What follows belongs to an exercise in optimizing a design on an open flow for small area, a short achievable clock period and few clock cycles per item; a production flow would make more cautious choices.
Only simulation tests tie the RTL to the original design; equivalence was not proved.
No activity file was given, so power comes from the tool's default toggle rates.

==> v14: inputs <==
## lamp_display_mux
module lamp_display_mux (
    input  wire        clk,
    input  wire        rst,
    input  wire        cmd_valid,
    output wire        cmd_ready,
    input  wire [63:0] cmd,
    output reg         rsp_valid,
    output wire [31:0] rsp,
    input  wire        step_valid,
    output wire        step_ready,
    output reg         step_done,
    output wire [7:0]  lamp_strobe,
    output wire [7:0]  lamp_data,
    output wire [7:0]  disp_strobe,
    output wire [7:0]  disp_data_a,
    output wire [7:0]  disp_data_b
);
clock: 8.0 ns
lec_check: 0
abc_area: 1
cap_margin: 20
core_margin: 2
core_utilization: 40
place_density: 0.6
setup_slack_margin: 2.5
slew_margin: 20
run.sh (not shown) runs the stock make flow with config.mk's settings and CLKGATE_MAP_FILE= SYNTH_SCRIPT=/design/flow/synth_recipe.tcl, a recipe that flattens the netlist after the stock synthesis.
==> inputs of v19, as changes to v14 <==
--- a/flow/design.v
+++ b/flow/design.v
@@ -42,42 +42,55 @@
             s = {1'b0, x} - {2'b00, d};
             q_last = !s[9];
             r_out  = s[9] ? x[7:0] : s[7:0];
         end
     end
 endmodule
 module ldm_sel (
     input  wire [511:0] fp,
+    input  wire [2:0]   sb,
+    input  wire [2:0]   sbp,         
     input  wire [5:0]   ptr,
     input  wire         use_ptr,
     output wire         found,
     output reg  [5:0]   idx,
-    output reg  [7:0]   idx_fp
+    output reg  [7:0]   idx_fp,
+    output reg  [63:0]  flash,
+    output reg  [63:0]  after        
 );
     integer i, g;
     reg [7:0]  gt_hi, eq_hi, gt_lo;
     reg [63:0] cand, oh;
     reg [7:0]  gor;
     reg        below;
+    reg [2:0]  rb, rb2;
+    wire [2:0] rptr_hi = ptr[5:3] - sbp;
     always @(*) begin
         for (i = 0; i < 8; i = i + 1) begin
-            gt_hi[i] = !use_ptr || (i > ptr[5:3]);
-            eq_hi[i] = use_ptr && (i == ptr[5:3]);
+            rb = i[2:0] - sbp;
+            gt_hi[i] = !use_ptr || (rb > rptr_hi);
+            eq_hi[i] = use_ptr && (rb == rptr_hi);
             gt_lo[i] = (i > ptr[2:0]);
         end
-        for (i = 0; i < 64; i = i + 1)
-            cand[i] = (fp[8*i +: 8] != 8'd0) &&
-                      (gt_hi[i / 8] || (eq_hi[i / 8] && gt_lo[i % 8]));
+        for (i = 0; i < 64; i = i + 1) begin
+            flash[i] = (fp[8*i +: 8] != 8'd0);
+            after[i] = gt_hi[i / 8] || (eq_hi[i / 8] && gt_lo[i % 8]);
+            cand[i]  = flash[i] && after[i];
+        end
         for (g = 0; g < 8; g = g + 1)
             gor[g] = (cand[8*g +: 8] != 8'd0);
         for (g = 0; g < 8; g = g + 1) begin
             below = 1'b0;
-            for (i = 0; i < g; i = i + 1)
-                below = below | gor[i];
+            rb = g[2:0] - sb;
+            for (i = 0; i < 8; i = i + 1) begin
+                rb2 = i[2:0] - sb;
+                if (rb2 < rb)
+                    below = below | gor[i];
+            end
             for (i = 0; i < 8; i = i + 1) begin
                 oh[8*g + i] = cand[8*g + i] && !below;
                 below = below | cand[8*g + i];
             end
         end
         idx    = 6'd0;
         idx_fp = 8'd0;
         for (i = 0; i < 64; i = i + 1) begin
@@ -116,17 +129,17 @@
     output wire [7:0]  disp_data_b
 );
     localparam [7:0] OP_UPDATE    = 8'h3F;
     localparam [7:0] OP_LAMPSET   = 8'h40;
     localparam [7:0] OP_LAMPOFF   = 8'h41;
     localparam [7:0] OP_DISPVAL   = 8'h48;
     localparam [7:0] OP_DISPBLANK = 8'h49;
     localparam [7:0] OP_DISPGETB  = 8'h4A;
-    localparam R1 = 6;
+    localparam R1 = 3;
     localparam RB = 3;
     localparam TW = 30 - R1;         
     localparam NS = 1 + TW / RB;
     integer i, j;
     reg [63:0]  lamp_on;
     reg [63:0]  lamp_dim1;
     reg [63:0]  lamp_dim2;
     reg [511:0] lamp_fp;         
@@ -135,21 +148,22 @@
     reg [1:0]   dimc2;
     reg [95:0]  dig_main;        
     reg [15:0]  dig_aux;         
     reg [23:0]  blank_main;      
     reg [3:0]   blank_aux;       
     reg [3:0]   disp_slot;
     reg         st_dv;           
     reg         st_upd;          
-    wire        busy = st_dv | st_upd;
-    assign step_ready = !busy;
-    assign cmd_ready  = !busy && !step_valid;
-    wire acc_step = step_valid && !busy;
-    wire acc_cmd  = cmd_valid && !busy && !step_valid;
+    wire        step_blocked;
+    wire        cmd_blocked;
+    assign step_ready = !st_dv && !step_blocked;
+    assign cmd_ready  = !st_dv && !step_valid && !cmd_blocked;
+    wire acc_step = step_valid && step_ready;
+    wire acc_cmd  = cmd_valid && cmd_ready;
     wire [7:0]  op    = cmd[63:56];
     wire [7:0]  arg_a = cmd[55:48];
     wire [7:0]  arg_b = cmd[47:40];
     wire        flag0 = cmd[32];
     wire [31:0] arg_w = cmd[31:0];
     wire op_lampset = (op == OP_LAMPSET);
     wire op_lampoff = (op == OP_LAMPOFF);
     wire op_dispval = (op == OP_DISPVAL);
@@ -229,29 +243,30 @@
         for (i = 0; i < 2; i = i + 1)
             mask_aux[i] = !flag0 || ge_pow[1 - i] || ge_const({24'd0, arg_b}, 2 - i);
     end
     reg [TW-1:0] treg;           
     reg [R1-1:0] tq_hi;          
     reg [2:0]    rem5;
     reg [NS-2:0] d5_sel;         
     reg  [23:0] bcd;
+    reg  [23:0] dvreg;           
     reg  [1:0]  dv_k;            
     reg  [2:0]  dv_field;
     wire [1:0]  dv_n1 = (arg_w[31:24] != 8'd0) ? 2'd3 :
                         (arg_w[23:16] != 8'd0) ? 2'd2 :
                         (arg_w[15:8]  != 8'd0) ? 2'd1 : 2'd0;
     reg  [7:0]  dv_top, dv_chunk;
     always @(*) begin
         dv_top   = 8'd0;
         dv_chunk = 8'd0;
         for (i = 0; i < 4; i = i + 1)
             if (dv_n1 == i) dv_top = dv_top | arg_w[8*i +: 8];
         for (i = 0; i < 3; i = i + 1)
-            if (dv_k == i) dv_chunk = dv_chunk | treg[8*i +: 8];
+            if (dv_k == i) dv_chunk = dv_chunk | dvreg[8*i +: 8];
     end
     wire [23:0] bcd_first, bcd_cont;
     ldm_dd #(.N(8)) u_dd_first (.bcd_in(24'd0), .bits(dv_top), .bcd_out(bcd_first));
     ldm_dd #(.N(8)) u_dd_cont  (.bcd_in(bcd), .bits(dv_chunk), .bcd_out(bcd_cont));
     wire [23:0] bcd_new   = st_dv ? bcd_cont : bcd_first;
     wire acc_dispval = acc_cmd && op_dispval && field_id_ok;
     wire dv_last     = st_dv ? (dv_k == 2'd0) : (dv_n1 == 2'd0);
     wire dv_write    = (st_dv || acc_dispval) && dv_last;
@@ -297,18 +312,23 @@
             q5_next[i] = t5n[3];
             r5_next = t5n[2:0];
         end
     end
     reg  [5:0] ptr;
     wire       found;
     wire [5:0] sel_idx;
     wire [7:0] sel_fp;
-    ldm_sel u_sel (.fp(lamp_fp), .ptr(ptr), .use_ptr(st_upd),
-                   .found(found), .idx(sel_idx), .idx_fp(sel_fp));
+    wire [63:0] flash;
+    wire [63:0] after_ptr;
+    reg  [2:0]  upd_sb;          
+    wire [2:0]  sel_sb = st_upd ? upd_sb : lamp_bank + 3'd1;
+    ldm_sel u_sel (.fp(lamp_fp), .sb(sel_sb), .sbp(upd_sb), .ptr(ptr), .use_ptr(st_upd),
+                   .found(found), .idx(sel_idx), .idx_fp(sel_fp), .flash(flash),
+                   .after(after_ptr));
     reg        pv   [1:NS];
     reg  [5:0] pidx [1:NS];
     reg  [7:0] pfp  [1:NS];
     reg  [7:0] prem [2:NS];
     wire [7:0] srem [1:NS];
     wire       sq   [1:NS];
     genvar g;
     generate
@@ -330,34 +350,59 @@
         pv_mid = 1'b0;
         for (i = 1; i < NS; i = i + 1)
             pv_mid = pv_mid | pv[i];
     end
     wire acc_update = acc_cmd && op_update;
     wire upd_issue  = (acc_update || st_upd) && found;
     wire upd_drain  = !found && !pv_mid;
     wire upd_wr     = st_upd && pv[NS];
+    reg        wnone;            
+    reg  [2:0] wr_hi;            
+    reg  [2:0] wr_lo;            
+    wire [2:0] next_bank  = lamp_bank + 3'd1;
+    reg  [63:0] pend;
+    reg  [2:0]  rb_i;
+    reg  [7:0]  bank_pend;
+    always @(*) begin
+        for (i = 0; i < 64; i = i + 1) begin
+            rb_i = i[5:3] - upd_sb;
+            pend[i] = flash[i] && (wnone || (rb_i > wr_hi) ||
+                                   (rb_i == wr_hi && i[2:0] > wr_lo));
+        end
+        bank_pend = 8'd0;
+        for (i = 0; i < 8; i = i + 1)
+            if (next_bank == i) bank_pend = bank_pend | pend[8*i +: 8];
+    end
+    assign step_blocked = st_upd && (bank_pend != 8'd0);
+    wire ls_fp_zero = !flag0 || (period_ms == 16'd0);
+    wire ls_pend    = pend[arg_a[5:0]];
+    wire ls_safe    = !lamp_id_ok || (!ls_pend && (!after_ptr[arg_a[5:0]] || ls_fp_zero));
+    assign cmd_blocked  = st_upd && ((op_lampset && !ls_safe) || op_lampoff || op_update);
     wire        clr_lamps = rst || (acc_cmd && op_lampoff);
     wire        ls_wr     = acc_cmd && op_lampset && lamp_id_ok;
-    wire [5:0]  widx      = st_upd ? pidx[NS] : arg_a[5:0];
-    wire [63:0] wdec      = 64'd1 << widx;
-    wire        on_sel    = (ls_wr && (!flag0 || period_ms == 16'd0)) || upd_wr;
-    wire        on_wd     = !clr_lamps && (st_upd ? upd_on : flag0);
+    wire [63:0] ls_dec    = 64'd1 << arg_a[5:0];
+    wire [63:0] up_dec    = 64'd1 << pidx[NS];
+    wire        ls_on     = ls_wr && ls_fp_zero;
     wire [7:0]  fp_wd     = (clr_lamps || !flag0) ? 8'd0 : flash_q;
     wire        d1_wd     = !clr_lamps && flag0 && arg_b[0];
     wire        d2_wd     = !clr_lamps && flag0 && arg_b[1];
     always @(posedge clk) begin
         for (i = 0; i < 64; i = i + 1) begin
-            if (clr_lamps || (ls_wr && wdec[i])) begin
+            if (clr_lamps || (ls_wr && ls_dec[i])) begin
                 lamp_fp[8*i +: 8] <= fp_wd;
                 lamp_dim1[i]      <= d1_wd;
                 lamp_dim2[i]      <= d2_wd;
             end
-            if (clr_lamps || (on_sel && wdec[i]))
-                lamp_on[i] <= on_wd;
+            if (clr_lamps)
+                lamp_on[i] <= 1'b0;
+            else if (ls_on && ls_dec[i])
+                lamp_on[i] <= flag0;
+            else if (upd_wr && up_dec[i])
+                lamp_on[i] <= upd_on;
         end
     end
     always @(posedge clk) begin
         for (i = 0; i < 4; i = i + 1) begin
             if (rst)
                 blank_main[6*i +: 6] <= 6'd0;
             else if (acc_cmd && (op_dispval || op_dispblk) && arg_a == i)
                 blank_main[6*i +: 6] <= op_dispblk ? arg_w[5:0] : mask_main;
@@ -397,64 +442,69 @@
                     dimc2 <= (dimc2 == 2'd2) ? 2'd0 : dimc2 + 2'd1;
                 end
                 disp_slot <= disp_slot + 4'd1;
             end
             rsp_valid <= 1'b0;
             if (acc_cmd) begin
                 if (acc_dispval)
                     rsp_valid <= dv_last;
-                else if (acc_update)
-                    rsp_valid <= !found;
                 else
                     rsp_valid <= 1'b1;
                 st_dv  <= acc_dispval && !dv_last;
-                st_upd <= acc_update && found;
+                if (acc_update)
+                    st_upd <= found;
             end
             if (st_dv && dv_last) begin
                 rsp_valid <= 1'b1;
                 st_dv     <= 1'b0;
             end
-            if (st_upd && upd_drain) begin
-                rsp_valid <= 1'b1;
+            if (st_upd && upd_drain)
                 st_upd    <= 1'b0;
-            end
         end
     end
     always @(posedge clk) begin
         if (acc_cmd) begin
             rsp_rsv  <= !op_known;
             rsp_err  <= !op_known || (op_lampset && !lamp_id_ok) || (op_field && !field_id_ok);
             rsp_data <= 6'd0;
             if (op_dispgtb && field_id_ok)
                 rsp_data <= field_aux ? {4'd0, blank_aux[2*arg_a[0] +: 2]}
                                       : blank_main[6*arg_a[1:0] +: 6];
         end
     end
     always @(posedge clk) begin
-        if (acc_cmd) begin
-            treg     <= arg_w[TW-1:0];
-            tq_hi    <= q5_first[R1-1:0];
-            rem5     <= r5_first;
-            d5_sel   <= {{(NS-2){1'b0}}, 1'b1};
-            bcd      <= bcd_new;
-            dv_k     <= dv_n1 - 2'd1;
+        if (acc_update)
+            treg <= arg_w[TW-1:0];
+        else if (st_upd)
+            for (i = 0; i < NS - 1; i = i + 1)
+                if (d5_sel[i]) treg[TW - RB - RB*i +: RB] <= q5_next;
+        if (acc_update) begin
+            tq_hi  <= q5_first[R1-1:0];
+            rem5   <= r5_first;
+            d5_sel <= {{(NS-2){1'b0}}, 1'b1};
+            wnone  <= 1'b1;
+            upd_sb <= lamp_bank + 3'd1;
+        end else if (st_upd) begin
+            d5_sel <= d5_sel << 1;
+            if (d5_sel != 0)
+                rem5 <= r5_next;
+            if (upd_wr) begin
+                wnone <= 1'b0;
+                wr_hi <= pidx[NS][5:3] - upd_sb;
+                wr_lo <= pidx[NS][2:0];
+            end
+        end
+        if (acc_dispval || st_dv) begin
+            bcd  <= bcd_new;
+            dv_k <= st_dv ? dv_k - 2'd1 : dv_n1 - 2'd1;
+        end
+        if (acc_dispval) begin
             dv_field <= arg_a[2:0];
-        end else begin
-            if (st_dv) begin
-                bcd  <= bcd_new;
-                dv_k <= dv_k - 2'd1;
-            end
-            if (st_upd) begin
-                d5_sel <= d5_sel << 1;
-                for (i = 0; i < NS - 1; i = i + 1)
-                    if (d5_sel[i]) treg[TW - RB - RB*i +: RB] <= q5_next;
-                if (d5_sel != 0)
-                    rem5 <= r5_next;
-            end
+            dvreg    <= arg_w[23:0];
         end
     end
     always @(posedge clk) begin
         if (rst) begin
             for (i = 1; i <= NS; i = i + 1)
                 pv[i] <= 1'b0;
         end else begin
             pv[1] <= upd_issue;
--- a/flow/config.mk
+++ b/flow/config.mk
@@ -5,10 +5,9 @@
 export SDC_FILE = /design/flow/constraint.sdc
 export NUM_CORES = 4
 export LEC_CHECK = 0
 export ABC_AREA = 1
 export CAP_MARGIN = 20
 export CORE_MARGIN = 2
 export CORE_UTILIZATION = 40
 export PLACE_DENSITY = 0.6
-export SETUP_SLACK_MARGIN = 2.5
 export SLEW_MARGIN = 20
==> comparison table <==
Run status: v14 complete, but fails checks; v19 finished clean
Reasons for failing layout checks: v14 setup timing; v19 -
Sequential Power Share: v14 24.0%; v19 27.1%
Worst slew margin relative to its limit: v14 19.78%; v19 23.86%
GR Util met1: v14 32.90%; v19 37.06%
Switching fraction of total power: v14 40.97%; v19 42.37%
Compound-Gate Fraction of Synth Area: v14 15.31%; v19 14.84%
Max H-tree Level: v14 3; v19 4
Biggest cell category by area in the final layout: v14 registers; v19 multi-input gates
Worst voltage drop across the vdd grid: v14 0.4968 mV; v19 0.3670 mV
Width of the chip: v14 398.2 um; v19 418.8 um
Buffers plus inverters on the worst setup path: v14 26; v19 4
Total CTS buffers: v14 117; v19 136
Largest net degree at the start of global routing: v14 87; v19 128
Area growth syn-to-layout: v14 24.55%; v19 13.50%
# diodes: v14 5; v19 6
Non-clk invs: v14 951; v19 1119
Vias: v14 55010; v19 61790
Mean instance size in the synthesized netlist: v14 8.624 um2; v19 8.071 um2
Testbench counts of v14, summed over its fixed seeds: cycles 7,274, items 3,200.
Testbench counts of v19, summed over its fixed seeds: cycles 6,254, items 3,200.

-- static timing again, ports no longer ideal --
In the flow no input, the clock included, has a driving cell. The finished layouts below were timed again as built, in two steps. Step 1 assumes that a clkbuf_16 drives the clock port and a buf_2 every other input. Step 2 adds t to the input delays and takes it off the output delays; t is the mean of the earliest and latest rising clock arrival at the registers after step 1. Input paths then give back, and output paths get back, about the clock's delay inside the block. a / b / c = ideal / step 1 / step 2; a / b = the first two.
run	t (ns)	setup slack, ns	worst hold slack (ns)	worst setup path at the end
v14	0.816	-1.407 / -1.407 / -1.407	0.326 / 0.326 / 0.326	register to register
v19	0.879	0.282 / 0.202 / 0.379	0.314 / 0.314 / 0.314	input to register
